Background: an optimization exercise with open tools, aiming at small area, a short achievable clock period and few clock cycles per item. Do not read the settings as production practice.
The RTL was checked by simulation tests, not by an equivalence proof against the original design.

==> 07-13 <==
Design nse_mixer, start of the top module:
module nse_mixer (
    input  wire        clk,
    input  wire        rst,
    input  wire        in_valid,
    output wire        in_ready,
    input  wire [1:0]  in_op,
    input  wire [1:0]  in_unit,
    input  wire        in_first,
    input  wire        in_pend,
    input  wire [31:0] in_dl,
    input  wire [31:0] in_dr,
    input  wire [31:0] in_dc,
    output reg         out_valid,
    input  wire        out_ready,
    output wire [15:0] out_left,
    output wire [15:0] out_right
);
==> module nse_mixer, before the edit <==
module nse_mixer (
    input  wire        clk,
    input  wire        rst,
    input  wire        in_valid,
    output wire        in_ready,
    input  wire [1:0]  in_op,
    input  wire [1:0]  in_unit,
    input  wire        in_first,
    input  wire        in_pend,
    input  wire [31:0] in_dl,
    input  wire [31:0] in_dr,
    input  wire [31:0] in_dc,
    output reg         out_valid,
    input  wire        out_ready,
    output wire [15:0] out_left,
    output wire [15:0] out_right
);
    localparam OP_PAIR   = 2'd0;
    localparam OP_READ   = 2'd1;
    localparam OP_REMOVE = 2'd2;
    localparam OP_CONFIG = 2'd3;
    reg signed [31:0] acc_l, acc_r, acc_c;
    reg        [4:0]  bs_l, bs_r, bs_c;
    reg               stereo;
    reg               o_st;       
    reg        [1:0]  o_sel;      
    wire fire = in_valid && in_ready;
    assign in_ready = !out_valid || out_ready;
    function [15:0] sat16;
        input signed [18:0] v;
        begin
            if (v > 19'sd32767)
                sat16 = 16'h7fff;
            else if (v < -19'sd32768)
                sat16 = 16'h8000;
            else
                sat16 = v[15:0];
        end
    endfunction
    wire signed [31:0] dl = in_dl;
    wire signed [31:0] dr = in_dr;
    wire signed [31:0] dc = in_dc;
    wire signed [31:0] step_l = acc_l + dl - (acc_l >>> bs_l);
    wire signed [31:0] step_r = acc_r + dr - (acc_r >>> bs_r);
    wire signed [31:0] step_c = acc_c + dc - (acc_c >>> bs_c);
    wire is_pair = (in_op == OP_PAIR);
    wire is_rr   = (in_op == OP_READ || in_op == OP_REMOVE);
    wire do_l = is_pair || (is_rr && in_unit == 2'd0);
    wire do_r = is_pair || (is_rr && in_unit == 2'd1);
    wire do_c = is_pair || (is_rr && in_unit == 2'd2);
    wire side_loud  = (acc_l[31:14] != 18'd0) || (acc_r[31:14] != 18'd0);
    wire stereo_now = (is_pair && in_first) ? (in_pend || side_loud) : stereo;
    wire cfg = (in_op == OP_CONFIG);
    wire cfg_l = cfg && (in_unit == 2'd0 || in_unit == 2'd3);
    wire cfg_r = cfg && (in_unit == 2'd1 || in_unit == 2'd3);
    wire cfg_c = cfg && (in_unit == 2'd2 || in_unit == 2'd3);
    wire cfg_clear = in_dc[8];
    wire signed [31:0] a_sel = (o_sel == 2'd0) ? acc_l : (o_sel == 2'd1) ? acc_r : acc_c;
    wire signed [32:0] sum_left  = {a_sel[31], a_sel} + (o_st ? {acc_l[31], acc_l} : 33'd0);
    wire signed [32:0] sum_right = {acc_c[31], acc_c} + {acc_r[31], acc_r};
    wire signed [18:0] sh_left  = sum_left >>> 14;
    wire signed [18:0] sh_right = sum_right >>> 14;
    wire [15:0] pcm_left  = sat16(sh_left);
    wire [15:0] pcm_right = sat16(sh_right);
    assign out_left  = pcm_left;
    assign out_right = o_st ? pcm_right : pcm_left;
    always @(posedge clk) begin
        if (rst) begin
            acc_l     <= 32'd0;
            acc_r     <= 32'd0;
            acc_c     <= 32'd0;
            bs_l      <= 5'd0;
            bs_r      <= 5'd0;
            bs_c      <= 5'd0;
            stereo    <= 1'b0;
            out_valid <= 1'b0;
        end else begin
            if (out_valid && out_ready)
                out_valid <= 1'b0;
            if (fire) begin
                if (do_l) acc_l <= step_l;
                if (do_r) acc_r <= step_r;
                if (do_c) acc_c <= step_c;
                if (cfg_l) begin
                    bs_l <= in_dc[4:0];
                    if (cfg_clear) acc_l <= 32'd0;
                end
                if (cfg_r) begin
                    bs_r <= in_dc[4:0];
                    if (cfg_clear) acc_r <= 32'd0;
                end
                if (cfg_c) begin
                    bs_c <= in_dc[4:0];
                    if (cfg_clear) acc_c <= 32'd0;
                end
                if (is_pair) begin
                    stereo    <= stereo_now;
                    out_valid <= 1'b1;
                end else if (in_op == OP_READ) begin
                    out_valid <= 1'b1;
                end
            end
        end
    end
    always @(posedge clk) begin
        if (fire) begin
            o_st  <= is_pair && stereo_now;
            o_sel <= is_pair ? 2'd2 : in_unit;
        end
    end
endmodule
make LEC_CHECK=0 CAP_MARGIN=20 CORE_MARGIN=2 CORE_UTILIZATION=40 PLACE_DENSITY=0.6 SETUP_SLACK_MARGIN=4.5 SLEW_MARGIN=20 finish   # period 9.0 ns
run.sh (not shown) runs the stock make flow with config.mk's settings and CLKGATE_MAP_FILE= SYNTH_SCRIPT=/design/flow/synth_recipe.tcl, a recipe that flattens the netlist after the stock synthesis.
==> 06-12: changes against 07-13 <==
SETUP_SLACK_MARGIN = 3   (was 4.5)
==> 09-08: changes against 07-13 <==
--- a/flow/design.v
+++ b/flow/design.v
@@ -13,6 +13,6 @@
     output reg         out_valid,
     input  wire        out_ready,
-    output wire [15:0] out_left,
-    output wire [15:0] out_right
+    output reg  [15:0] out_left,
+    output reg  [15:0] out_right
 );
     localparam OP_PAIR   = 2'd0;
@@ -23,6 +23,4 @@
     reg        [4:0]  bs_l, bs_r, bs_c;
     reg               stereo;
-    reg               o_st;       
-    reg        [1:0]  o_sel;      
     wire fire = in_valid && in_ready;
     assign in_ready = !out_valid || out_ready;
@@ -44,25 +42,33 @@
     wire signed [31:0] step_r = acc_r + dr - (acc_r >>> bs_r);
     wire signed [31:0] step_c = acc_c + dc - (acc_c >>> bs_c);
-    wire is_pair = (in_op == OP_PAIR);
-    wire is_rr   = (in_op == OP_READ || in_op == OP_REMOVE);
-    wire do_l = is_pair || (is_rr && in_unit == 2'd0);
-    wire do_r = is_pair || (is_rr && in_unit == 2'd1);
-    wire do_c = is_pair || (is_rr && in_unit == 2'd2);
+    wire do_l = (in_op == OP_PAIR) || ((in_op == OP_READ || in_op == OP_REMOVE) && in_unit == 2'd0);
+    wire do_r = (in_op == OP_PAIR) || ((in_op == OP_READ || in_op == OP_REMOVE) && in_unit == 2'd1);
+    wire do_c = (in_op == OP_PAIR) || ((in_op == OP_READ || in_op == OP_REMOVE) && in_unit == 2'd2);
     wire side_loud  = (acc_l[31:14] != 18'd0) || (acc_r[31:14] != 18'd0);
-    wire stereo_now = (is_pair && in_first) ? (in_pend || side_loud) : stereo;
-    wire cfg = (in_op == OP_CONFIG);
-    wire cfg_l = cfg && (in_unit == 2'd0 || in_unit == 2'd3);
-    wire cfg_r = cfg && (in_unit == 2'd1 || in_unit == 2'd3);
-    wire cfg_c = cfg && (in_unit == 2'd2 || in_unit == 2'd3);
+    wire stereo_now = (in_op == OP_PAIR && in_first) ? (in_pend || side_loud) : stereo;
+    wire signed [32:0] sum_cl = {step_c[31], step_c} + {step_l[31], step_l};
+    wire signed [32:0] sum_cr = {step_c[31], step_c} + {step_r[31], step_r};
+    wire signed [18:0] sh_cl  = sum_cl >>> 14;
+    wire signed [18:0] sh_cr  = sum_cr >>> 14;
+    wire signed [17:0] sh_l   = step_l >>> 14;
+    wire signed [17:0] sh_r   = step_r >>> 14;
+    wire signed [17:0] sh_c   = step_c >>> 14;
+    wire [15:0] pcm_left  = sat16(sh_cl);
+    wire [15:0] pcm_right = sat16(sh_cr);
+    wire [15:0] pcm_mono  = sat16({sh_c[17], sh_c});
+    wire [15:0] pcm_l     = sat16({sh_l[17], sh_l});
+    wire [15:0] pcm_r     = sat16({sh_r[17], sh_r});
+    reg [15:0] pcm_unit;
+    always @(*) begin
+        case (in_unit)
+            2'd0:    pcm_unit = pcm_l;
+            2'd1:    pcm_unit = pcm_r;
+            default: pcm_unit = pcm_mono;
+        endcase
+    end
+    wire cfg_l = (in_op == OP_CONFIG) && (in_unit == 2'd0 || in_unit == 2'd3);
+    wire cfg_r = (in_op == OP_CONFIG) && (in_unit == 2'd1 || in_unit == 2'd3);
+    wire cfg_c = (in_op == OP_CONFIG) && (in_unit == 2'd2 || in_unit == 2'd3);
     wire cfg_clear = in_dc[8];
-    wire signed [31:0] a_sel = (o_sel == 2'd0) ? acc_l : (o_sel == 2'd1) ? acc_r : acc_c;
-    wire signed [32:0] sum_left  = {a_sel[31], a_sel} + (o_st ? {acc_l[31], acc_l} : 33'd0);
-    wire signed [32:0] sum_right = {acc_c[31], acc_c} + {acc_r[31], acc_r};
-    wire signed [18:0] sh_left  = sum_left >>> 14;
-    wire signed [18:0] sh_right = sum_right >>> 14;
-    wire [15:0] pcm_left  = sat16(sh_left);
-    wire [15:0] pcm_right = sat16(sh_right);
-    assign out_left  = pcm_left;
-    assign out_right = o_st ? pcm_right : pcm_left;
     always @(posedge clk) begin
         if (rst) begin
@@ -75,4 +81,6 @@
             stereo    <= 1'b0;
             out_valid <= 1'b0;
+            out_left  <= 16'd0;
+            out_right <= 16'd0;
         end else begin
             if (out_valid && out_ready)
@@ -94,18 +102,21 @@
                     if (cfg_clear) acc_c <= 32'd0;
                 end
-                if (is_pair) begin
+                if (in_op == OP_PAIR) begin
                     stereo    <= stereo_now;
                     out_valid <= 1'b1;
+                    if (stereo_now) begin
+                        out_left  <= pcm_left;
+                        out_right <= pcm_right;
+                    end else begin
+                        out_left  <= pcm_mono;
+                        out_right <= pcm_mono;
+                    end
                 end else if (in_op == OP_READ) begin
                     out_valid <= 1'b1;
+                    out_left  <= pcm_unit;
+                    out_right <= pcm_unit;
                 end
             end
         end
     end
-    always @(posedge clk) begin
-        if (fire) begin
-            o_st  <= is_pair && stereo_now;
-            o_sel <= is_pair ? 2'd2 : in_unit;
-        end
-    end
 endmodule
SETUP_SLACK_MARGIN = not set   (was 4.5)
==> reports/metrics.yaml <==
status: "no timing/DRC/antenna violations"
rsz0062_at_grt: "true"
syn-mean-instance-area_um2: 7.646
clk_share_pct: 2.467
met3WireLength_mm: 3.928
skew_ns: 0.01925
routed_wl_mm: 73.10
synth_top_cells_by_count: "inv_1, nand2_1, nor2_1"
synth_top_area_share_pct: 11.28
dieArea_mm2: 0.05197
-- figures above: 07-13

==> reports/metrics.yaml <==
status: "no timing/DRC/antenna violations"
synth_area_leaders: "dfxtp_1, ha_1, fa_1, inv_1, mux4_2"
worstHoldPathType: "reg2reg"
clk_share_pct: 2.168
relSlewSlack_pct: 29.93
synth_top_area_share_pct: 13.34
dieArea_mm2: 0.05628
skew_ns: 0.01573
syn-mean-instance-area_um2: 7.495
setup_ws_ns: 0.5258
routed_wl_mm: 83.58
multi_input_gates: 2252
rsz0062_at_grt: "false"
met3WireLength_mm: 5.365
synth_edf_count: 0
-- figures above: 09-08

==> reports/metrics.yaml <==
syn-mean-instance-area_um2: 7.646
met3WireLength_mm: 4.938
status: "no timing/DRC/antenna violations"
routed_wl_mm: 68.84
synth_top_cells_by_count: "inv_1, nand2_1, nor2_1"
synth_top_area_share_pct: 11.28
rsz0062_at_grt: "true"
dieArea_mm2: 0.05197
-- figures above: 06-12

Testbench counts of 07-13, summed over its fixed seeds: cycles 48,007, items 48,000.
Testbench counts of 06-12, summed over its fixed seeds: cycles 48,007, items 48,000.
Testbench counts of 09-08, summed over its fixed seeds: cycles 48,007, items 48,000.

==> what the ideal ports hide <==
No port has a modelled driver above. Below, the same layouts with a new extraction and two added sets of constraints.
Step 1 assumes that a clkbuf_16 drives the clock port and a buf_2 every other input.
Step 2, shift: input delay + t, output delay - t, t = (earliest + latest rising clock arrival at the registers) / 2. This alone moves slack from input paths to output paths.
a / b / c = no drivers / after step 1 / after step 2; a / b = the first two.
run	t (ns)	setup WS [ns]	hold slack, ns	worst setup path at the end	latest minus earliest clock arrival (ns)
07-13	0.518	2.685 / 2.629 / 3.146	0.469 / 0.469 / 0.469	register to output	0.019 / 0.019
06-12	0.524	2.577 / 2.518 / 2.681	0.468 / 0.468 / 0.468	input to register	0.010 / 0.010
09-08	0.544	0.526 / 0.526 / 0.158	0.482 / 0.482 / 0.482	input to register	0.016 / 0.016
After both steps every run listed still meets setup and hold. For 09-08, which loses most, drivers alone change the setup slack by 0.000 ns; drivers and shift together by -0.368 ns.
